What follows belongs to an exercise in optimizing a design on an open flow for small area, a short achievable clock period and few clock cycles; a production flow would make more cautious choices. Only simulation tests tie the RTL to the original design; equivalence was not proved.

## the baseline
## wb_estimator
module wb_estimator (
    input  wire        clk,
    input  wire        rst,
    input  wire        start,
    input  wire [15:0] cfg_width,
    input  wire [15:0] cfg_height,
    input  wire [15:0] cfg_n,        
    input  wire [15:0] cfg_m,        
    input  wire [31:0] cfg_seed,
    output wire        busy,
    output reg         req_valid,
    input  wire        req_ready,
    output reg  [15:0] req_x,
    output reg  [15:0] req_y,
    input  wire        rsp_valid,
    input  wire [9:0]  rsp_r,
    input  wire [9:0]  rsp_g,
    input  wire [9:0]  rsp_b,
    output reg         done,
    output reg  [1:0]  status,       
    output reg  [31:0] gain_r,
    output reg  [31:0] gain_g,
    output reg  [31:0] gain_b,
    output wire [31:0] seed_out
);
==> flow/config.mk <==
export PLATFORM = sky130hd
export DESIGN_NAME = wb_estimator
export DESIGN_NICKNAME = wb_estimator
export VERILOG_FILES = /design/flow/design.v
export SDC_FILE = /design/flow/constraint.sdc
export NUM_CORES = 4
export LEC_CHECK = 0
export CAP_MARGIN = 20
export CORE_MARGIN = 2
export CORE_UTILIZATION = 60
export SLEW_MARGIN = 20
==> flow/constraint.sdc <==
create_clock -name core_clock -period 30.0 [get_ports {clk}]
set_input_delay 6.0000 -clock core_clock [delete_from_list [all_inputs] [get_ports {clk}]]
set_output_delay 6.0000 -clock core_clock [all_outputs]
set_load 0.01 [all_outputs]
standard.sh (not shown) runs the stock make flow with config.mk's settings and CLKGATE_MAP_FILE= SYNTH_SCRIPT=/design/flow/synth_recipe.tcl, a recipe that flattens the netlist after the stock synthesis.
==> flow/flow/run.sh <==
#!/bin/bash
# The standard layout (the standard flow's config.mk, constraints and synthesis,
# called through standard.sh), with one change: the timing repair that ORFS
# runs after clock-tree synthesis and after global routing aims at a setup
# slack of 22.8 ns on the design's 30 ns clock instead of 0 ns, so that it
# sizes the port buffers and the slowest paths for an achieved period of
# about 7.2 ns. make's full output goes to standard.log; each ORFS step keeps
# its own log under orfs/logs/.
set -euo pipefail
export SETUP_SLACK_MARGIN=22.8
bash standard.sh > standard.log 2>&1
Testbench counts of the baseline, summed over its fixed seeds: cycles 25,470.
> inputs changed (the baseline -> the candidate)
--- a/flow/design.v
+++ b/flow/design.v
@@ -36,16 +36,13 @@
     wire        finish;              
     reg         gen_on;              
     reg         v_val;               
     reg         acc;                 
     reg         last;                
     reg         first;               
-    reg         sk_valid;            
-    reg  [14:0] sk_x, sk_y;          
-    wire        adv  = !sk_valid;    
-    wire        ofree = !req_valid || req_ready;
+    wire        adv = !req_valid || req_ready;   
     reg  [1:0]  phase;
     reg  [4:0]  step;
     wire        step_end_sq = step == 5'd25;
     wire        step_end_dv = step == 5'd16;
     reg  [15:0] dim_x, dim_y;        
     reg  [15:0] n_cfg;
@@ -78,14 +75,13 @@
                 acc26[i] = t[i] ^ c;
                 c = c & t[i];
             end
         end
     endfunction
     reg  [31:0] seed;
-    reg  [31:0] seed_o;              
-    assign seed_out = seed_o;
+    assign seed_out = seed;
     wire [30:0] seed1;               
     wire [31:0] seed2;               
     wb_lcg2 u_lcg (.s(seed), .seed1(seed1), .seed2(seed2));
     reg  [15:0] gn, gm;              
     localparam [14:0] CUTS = 15'b001_0101_0100_1000;
     localparam NP = 5;               
@@ -248,13 +244,12 @@
         if (rst) begin
             busy_i    <= 1'b0;
             rv        <= 1'b0;
             busy_o    <= 1'b0;
             done      <= 1'b0;
             req_valid <= 1'b0;
-            sk_valid  <= 1'b0;
             gen_on    <= 1'b0;
             v_val     <= 1'b0;
             pv        <= {NP{1'b0}};
             acc       <= 1'b0;
             last      <= 1'b0;
             first     <= 1'b0;
@@ -267,19 +262,14 @@
                 gen_on <= 1'b1;
             end
             if (finish) begin
                 busy_o <= 1'b0;
                 done <= 1'b1;
             end
-            if (ofree) begin
-                req_valid <= sk_valid || pv[NP-1];
-                sk_valid  <= 1'b0;
-            end else if (!sk_valid && pv[NP-1]) begin
-                sk_valid  <= 1'b1;
-            end
             if (adv) begin
+                req_valid <= pv[NP-1];
                 pv        <= {pv[NP-2:0], v_val};
                 v_val     <= gen_on && !cfg_bad;
                 if (gen_on && gn == 16'd1 && gm == 16'd1) gen_on <= 1'b0;
             end
             if (cfg_bad) begin
                 gen_on    <= 1'b0;
@@ -289,13 +279,12 @@
             if (rv && rsp_end && rm == 16'd1) last <= 1'b1;
             if (run_end) last <= 1'b0;
         end
     end
     always @(posedge clk) begin
         if (!busy_i) begin
-            seed_o   <= cfg_seed;
             dim_x    <= cfg_width;
             dim_y    <= cfg_height;
             n_cfg    <= cfg_n;
             gn       <= cfg_n;
             gm       <= cfg_m;
             rn       <= cfg_n;
@@ -304,25 +293,19 @@
             rfirst   <= 1'b1;
         end
         if (first) begin
             dim_x <= {dec16({1'b0, dim_x[15:1]}), dim_x[0]};
             dim_y <= {dec16({1'b0, dim_y[15:1]}), dim_y[0]};
         end
-        if (ofree) begin
-            req_x <= {1'b0, sk_valid ? sk_x : wx[15]} + 16'd1;
-            req_y <= {1'b0, sk_valid ? sk_y : wy[15]} + 16'd1;
-        end else if (!sk_valid) begin
-            sk_x <= wx[15];
-            sk_y <= wy[15];
-        end
         if (adv) begin
+            req_x <= {1'b0, wx[15]} + 16'd1;
+            req_y <= {1'b0, wy[15]} + 16'd1;
             if (gen_on) begin
                 vx     <= seed1[30:16];
                 vy     <= seed2[30:16];
-                seed   <= seed2;
-                if (!cfg_bad) seed_o <= seed2;
+                if (!cfg_bad) seed <= seed2;
                 if (gn == 16'd1) begin
                     gn <= n_cfg;
                     gm <= dec16(gm);
                 end else begin
                     gn <= dec16(gn);
                 end
--- outcome ---
Changes observed in the candidate relative to the baseline: placer's final routability congestion estimate now sits lower; number of gates resized after CTS moved up; portion of the layout cell area used by non-clock buffers increased by 0.54 points relative to the old numbers.
When the candidate is measured against the baseline, its final core utilization turns out 0.30 points higher.
Against the baseline, the candidate reports a flip-flop and latch count that is lower.
The global-route usage number comes out lower for the candidate vs the baseline.
Testbench counts of the candidate, summed over its fixed seeds: cycles 25,470.

==> port drivers added, routing unchanged <==
How much do the figures lean on ideal ports? The routed layouts below were timed once more, with nothing changed but the port constraints.
Step 1 assumes that a clkbuf_16 drives the clock port and a buf_2 every other input.
Step 2 also shifts input and output timing later by t, the mid clock arrival at the registers, as if the neighbouring blocks saw the same clock.
Slacks: no drivers / after step 1 / after step 2; pairs: no drivers / after step 1.
run | t (ns) | setup slack, ns | slew at the worst register clock pin (ns) | cell pins on the clock port's net
the baseline | 0.739 | 22.757 / 22.682 / 22.343 | 0.07 / 0.07 | 1
the candidate | 0.717 | 22.639 / 22.564 / 22.429 | 0.07 / 0.07 | 1
After both steps setup and hold are still met in every run listed. For the baseline, which loses most, drivers alone change the setup slack by -0.075 ns; drivers and shift together by -0.414 ns.
